What follows belongs to an exercise in optimizing a design on an open flow for small area, a short achievable clock period and few clock cycles per item; a production flow would make more cautious choices. Function was checked by simulation only, so behaviour that the tests miss may differ from the original.

==> flow/design.v (outline; a module is shown in full before it is edited, if it fits) <==
// module demosaic_rgb_stream: 885 lines
module demosaic_rgb_stream (
    input  wire        clk,
    input  wire        rst,         
    input  wire        in_valid,
    output wire        in_ready,
    input  wire [79:0] in_col,      
    input  wire        in_last,     
    input  wire [15:0] max_val,     
    input  wire [4:0]  shift,       
    input  wire        row_odd,     
    output wire        out_valid,
    input  wire        out_ready,
    output reg  [15:0] out_r,
    output reg  [15:0] out_g,
    output reg  [15:0] out_b,
    output reg         out_last
);
  // ...
==> flow/flow/run.sh <==
#!/bin/bash
set -euo pipefail
export BUFFER_PORTS_ARGS="-buffer_cell sky130_fd_sc_hd__buf_1"
SETUP_SLACK_MARGIN=11.5 bash standard.sh cts > standard_cts.log 2>&1
bash standard.sh finish > standard_finish.log 2>&1
==> flow/standard.sh <==
#!/bin/bash
# synth_recipe.tcl (not shown) runs the flow's synth.tcl, then flattens the netlist and writes it again
# the make line also repeats each setting of config.mk as NAME=value (left out here)
make -C /OpenROAD-flow-scripts/flow DESIGN_CONFIG=/design/flow/config.mk WORK_HOME=/design/flow/orfs CLKGATE_MAP_FILE= SYNTH_SCRIPT=/design/flow/synth_recipe.tcl "${@:-finish}"
==> flow/config.mk <==
export PLATFORM = sky130hd
export DESIGN_NAME = demosaic_rgb_stream
export DESIGN_NICKNAME = demosaic_rgb_stream
export VERILOG_FILES = /design/flow/design.v
export SDC_FILE = /design/flow/constraint.sdc
export NUM_CORES = 4
export LEC_CHECK = 0
export ABC_AREA = 1
export CAP_MARGIN = 20
export CORE_MARGIN = 2
export CORE_UTILIZATION = 65
export SLEW_MARGIN = 20
==> flow/constraint.sdc <==
create_clock -name core_clock -period 16.0 [get_ports {clk}]
set_input_delay 3.2000 -clock core_clock [delete_from_list [all_inputs] [get_ports {clk}]]
set_output_delay 3.2000 -clock core_clock [all_outputs]
set_load 0.01 [all_outputs]
==> results_dict.tcl, run 1 <==
set metrics [dict create \
    routabilityCongestion 0.978 \
    seq_share_pct 35.5 \
    num-nonclk-inverters 520 \
    synth_warnings 1 \
    status "timing/DRC/antenna clean" \
    synth_top_area_share_pct 38.7 \
    io_pins 158 \
    end_kind "register" \
    synth_compound_area_share_pct 7.04 \
    place_ws_ns 10.50 \
    clk_share_pct 4.18 \
    min_path_type "reg -> reg" \
    die-height_um 213 \
    synthTopCellsByCount "787 x nand2_1, 512 x inv_1, 366 x edfxtp_1" \
    yosys.area.top_type "edfxtp_1" \
    r2r_start "a_y[6]" \
    utilization_pct 74.1 \
    cts_tree "done" \
    fmax_ghz 0.219 \
    hpwl_um 56500 \
    syn2layout_area_growth_pct 12.5 \
    grt_use_met1_pct 44.4 \
    root_buffer "clkbuf_16" \
    final_cell_mix "765 x nand2_1, 505 x inv_1, 366 x edfxtp_1" \
    clkTransAtPathRegs_ns 0.06 \
    worstSkewPairLatency_ns 0.57 \
    synth_top_family_by_area "adder cells" \
    final_common_cell "nand2_1" \
    slew_headroom_pct 15.5 \
    cp.required_ns 16.42 \
    grt_max_degree 185 \
    wl_um 78200 \
    use_met2_pct 57.3 \
]
Testbench counts, summed over its fixed seeds: cycles 31,202, pixels 30,610.
==> run 2, diff against run 1 <==
--- a/flow/design.v
+++ b/flow/design.v
@@ -37,20 +37,22 @@
     reg        a_last;
     reg [19:0] a_x;          
     reg [19:0] a_y;          
     reg        a_w1;         
     reg        o_v, sk_v;
     reg [15:0] sk_r, sk_g, sk_b;
     reg        sk_last;
     reg        rdy;          
+    reg        rdy_n;        
     wire       adv = !sk_v;  
     assign out_valid = o_v;
     assign in_ready  = rdy;
     wire take  = in_valid && rdy;
+    wire take2 = in_valid && !rdy_n;        
     wire pop   = o_v && out_ready;
     wire push  = adv && a_valid;
     wire flush = flush_cnt != 2'd0;
     wire [15:0] f_s = in_col[32 +: 16];
     function [17:0] add8x2;
         input [15:0] a, b;
         begin
             add8x2 = {{1'b0, a[15:8]} + {1'b0, b[15:8]}, {1'b0, a[7:0]} + {1'b0, b[7:0]}};
@@ -61,30 +63,33 @@
         begin
             join8x2 = {v[17:9] + {8'd0, v[8]}, v[7:0]};
         end
     endfunction
     wire [17:0] f_p = add8x2(in_col[16 +: 16], in_col[48 +: 16]);
     wire [17:0] f_q = add8x2(in_col[ 0 +: 16], in_col[64 +: 16]);
     wire [16:0] w4_pf = join8x2(w4_p);
     wire [16:0] w4_qf = join8x2(w4_q);
-    wire shift_w = take || (adv && flush);    
+    wire shift_w  = take  || (adv && flush);   
+    wire shift_w2 = take2 || (adv && flush);   
     wire [15:0] n4_s = flush ? w3_s : f_s;
     wire [17:0] n4_p = flush ? {w3_p[16:8], 1'b0, w3_p[7:0]} : f_p;
     wire [15:0] n0_s = f3 ? w3_s : w1_s;
     wire [17:0] n_h2 = add8x2(n0_s, n4_s);
     always @(posedge clk) begin
-        if (shift_w) begin
+        if (shift_w2) begin
             if (f3) begin
                 w1_s <= w4_s; w1_p <= w4_pf;   
             end else begin
                 w1_s <= w2_s; w1_p <= w2_p;
             end
             w2_s <= w3_s; w2_p <= w3_p; w2_q <= w3_q;
             w3_s <= w4_s; w3_p <= w4_pf; w3_q <= w4_qf;
+        end
+        if (shift_w) begin
             w4_s <= n4_s; w4_p <= n4_p; w4_q <= f_q;
             h2   <= n_h2;
         end
         if (adv && take && row_start) begin
             cfg_max   <= max_val;
             cfg_shift <= shift;
             cfg_odd   <= row_odd;
         end
@@ -871,15 +876,19 @@
             end else if (take) begin
                 row_start_n = in_last;
                 if (in_last)
                     flush_cnt_n = 2'd2;
             end
         end
     end
     always @(posedge clk) begin
-        if (rst)
-            rdy <= 1'b1;
-        else
-            rdy <= !sk_v_n && (flush_cnt_n == 2'd0) &&
-                   !(row_start_n && win_valid_n);
+        if (rst) begin
+            rdy   <= 1'b1;
+            rdy_n <= 1'b0;
+        end else begin
+            rdy   <= !sk_v_n && (flush_cnt_n == 2'd0) &&
+                     !(row_start_n && win_valid_n);
+            rdy_n <= sk_v_n || (flush_cnt_n != 2'd0) ||
+                     (row_start_n && win_valid_n);
+        end
     end
 endmodule
==> results_dict.tcl, run 2 <==
set metrics [dict create \
    ff2ff_setup_slack_ns 11.34 \
    rows 76 \
    r2r_end "a_y[6]" \
    core-area_um2 43100 \
    avgRoutedWirePerCell_um 20.9 \
    drt_iter0_drc 2491 \
    die-height_um 213 \
    root_buffer "clkbuf_16" \
    postRouteAntennaNets 0 \
    setup_tns_ns 0 \
    hold_end "w3_q[7]" \
    reg2reg_depth 20 \
    r2r_start "win_green_v[1]" \
    syn2layout_area_growth_pct 12.7 \
    synthTopCellsByCount "760 x nand2_1, 508 x inv_1, 366 x edfxtp_1" \
    post-route-min-period_ns 4.66 \
    ys_seq_area_share_pct 40.1 \
    die_w_um 213 \
    maxCapViolCount 0 \
    arrival_ns 4.99 \
    final_cell_mix "746 x nand2_1, 495 x inv_1, 366 x edfxtp_1" \
    period_share_pct 29.1 \
    numCtsBuffers 41 \
    portBuffers 157 \
    crit_slowest_cell "fa_1" \
    num_antenna_cells 0 \
    worstSkewPairLatency_ns 0.58 \
    clock_sinks 384 \
    crit_top_cell "a21oi_2" \
    wl_um 81300 \
    slew_headroom_pct 22.0 \
    start_kind "register" \
    status "timing/DRC/antenna clean" \
    grt_pass1_wl_um 126000 \
    yosys.area.top_type "edfxtp_1" \
    fmax_ghz 0.215 \
    grt_max_degree 85 \
    drive_above_1_share_pct 8.54 \
    clkTransAtPathRegs_ns 0.07 \
    yosys_most_used_dff "edfxtp_1" \
    multi_input_area_um2 15100 \
    tightest_slew_ns 1.16 \
    drcViolationCount 0 \
    dieArea_um2 45200 \
    synthCells 3126 \
    path_cells "inv_2, buf_12, nand2_1, o21ai_1, fa_1, fa_1, fa_1, inv_1, fa_1, ha_1, a21oi_2, inv_1, a21oi_2, o21bai_1, a21oi_2, inv_1, a21oi_2, inv_1, a21oi_2, o21bai_1" \
    cts_tree "done" \
    criticalPathCategory "reg -> reg" \
    fillers 3038 \
    hpwl_um 58000 \
    routabilityCongestion 0.973 \
    holdPathStages 0 \
    rsz0062_at_grt "no" \
    slowest_delay_ns 0.53 \
    synth_warnings 1 \
    ys_ff_latch 384 \
    synth_area_um2 28300 \
    via_per_inst 5.93 \
    dr.pass1.iters 5 \
    grt_pass1_vias 23300 \
    synth_cell_type_count 51 \
    skew_ns 0.0337 \
    yosysMostFrequentCell "nand2_1" \
    antenna_found_initial 0 \
    syn_avg_cell_area_um2 9.06 \
    htreeDepth 2 \
    final_area_um2 31900 \
    placed_area_um2 29800 \
    path_max_fanout 16 \
    async_reset_ff_share_pct 0 \
    nets 3758 \
    num_vias 23100 \
    start_util_pct 65.7 \
    gr-total-overflow 0 \
    syn_nets 3604 \
    setup_violations 0 \
    drv_slew 0 \
    io_pins 158 \
    min_path_type "reg -> reg" \
    cp.required_ns 16.34 \
    worstHoldStart "w4_q[7]" \
    hold_violations 0 \
    synth_top_area_share_pct 38.8 \
    final_common_cell "nand2_1" \
    seq_area_um2 11400 \
    clock_path_buffers 3 \
    end_kind "register" \
    synthTopCellsByArea "edfxtp_1 39%, fa_1 15%, nand2_1 10%, ha_1 6.8%, inv_1 6.7%" \
    grt_usage_pct 36.8 \
    synth_edf_count 366 \
    reg_top3 "a_x: 20 flops, a_y: 20 flops" \
]
==> run 2: final cells by class <==
class | count | share of cell area [%]
clock buffers | 61 | 3.51
clock inverters | 14 | 0.663
inverters | 517 | 6.20
multi-input cells | 2106 | 47.4
flip-flops and latches | 384 | 35.6
well taps | 585 | 2.29
repair buffers | 229 | 4.26
repair inverters | 1 | 0.0235
==> run 2: cell families (layout without fill, tap and decap cells) <==
group / Yosys count / after routing / synth area share (%)
multiplexers: 2 / 2 / 0.0707
AO/OA/AOI/OAI: 375 / 375 / 7.15
XOR/XNOR: 85 / 85 / 2.63
adder cells (fa/ha/maj): 371 / 371 / 22.2
AND/OR/NAND/NOR: 1269 / 1273 / 19.3
flip-flops: 384 / 384 / 40.1
buffers and inverters: 640 / 822 / 8.60
==> run 2: timing repair <==
item / CTS / global route
hold buffers: 0 / 0
buffers inserted: 40 / 0
resized for setup: 79 / 0
endpoints found under the setup margin: 202 / 0
==> run 2: metal layers <==
layer  part of all wire [%]  up-vias  global-route usage (%)
met3                    9.0      309                    6.63
met4                    6.5        0                    21.7
met1                     38    11000                    46.7
met5                      0        -                       0
met2                     47     1268                    59.6
li1                       -    10500                       -
==> run 2: worst max-delay path: cells and delay by family (launching register included) <==
| kind | cells | cell delay [ns] |
|---|---|---|
| fa+ha+maj | 5 | 2.26 |
| compound gates | 8 | 1.15 |
| buf+inv | 6 | 0.51 |
| flops | 1 | 0.42 |
| simple gates | 1 | 0.07 |
==> run 2: worst max path at each step <==
stage / start / to / slack, ns / cells past startpoint
6_report: win_green_v[1] / a_y[6] / 11.34 / 20
5_1_grt: a_x[5] / out_r[2] / 11.07 / 30
4_1_cts: in_valid / w3_s[2] / 11.49 / 5
3_5_place_dp: in_valid / w3_q[14] / 10.44 / 5
3_3_place_gp: in_valid / w2_q[16] / 10.46 / 5
2_1_floorplan: in_valid / w1_p[0] / 10.20 / 2
==> run 2: stage by stage <==
| step | setup WS, ns | util (%) | hold slack (ns) | cells |
|---|---|---|---|---|
| after floorplan | 10.20 | - | 0.400 | 3126 |
| after global placement | 10.46 | 69.1 | 0.403 | 3770 |
| after detailed placement | 10.44 | 69.1 | 0.405 | 3770 |
| after CTS | 11.49 | 74.0 | 0.419 | 3896 |
| after global routing | 11.07 | 74.1 | 0.422 | 3897 |
| final | 11.34 | 74.1 | 0.415 | 3897 |
Testbench counts of run 2, summed over its fixed seeds: cycles 31,202, pixels 30,610.

-- separate check: timing with driven ports --
How much do the figures lean on ideal ports? The routed layouts below were timed once more, with nothing changed but the port constraints.
Step 1: set_driving_cell puts a clkbuf_16 on clk and a buf_2 on each other input, an assumption about the parent block.
Step 2 also shifts input and output timing later by t, the mid clock arrival at the registers, as if the neighbouring blocks saw the same clock.
Three values: ideal ports, drivers, drivers and shift; two values: the first two.
run | shift t [ns] | setup WS [ns] | clock arrival spread, ns | worst register clock-pin slew, ns | worst slew at a driven data input, ns
run 1 | 0.621 | 11.429 / 11.429 / 10.887 | 0.025 / 0.025 | 0.07 / 0.07 | 0.04
run 2 | 0.629 | 11.341 / 11.341 / 10.827 | 0.034 / 0.034 | 0.07 / 0.07 | 0.05
After both steps every run listed still meets setup and hold. The setup slack of run 1, which loses most, moves by 0.000 ns with the drivers and by -0.542 ns with both steps.
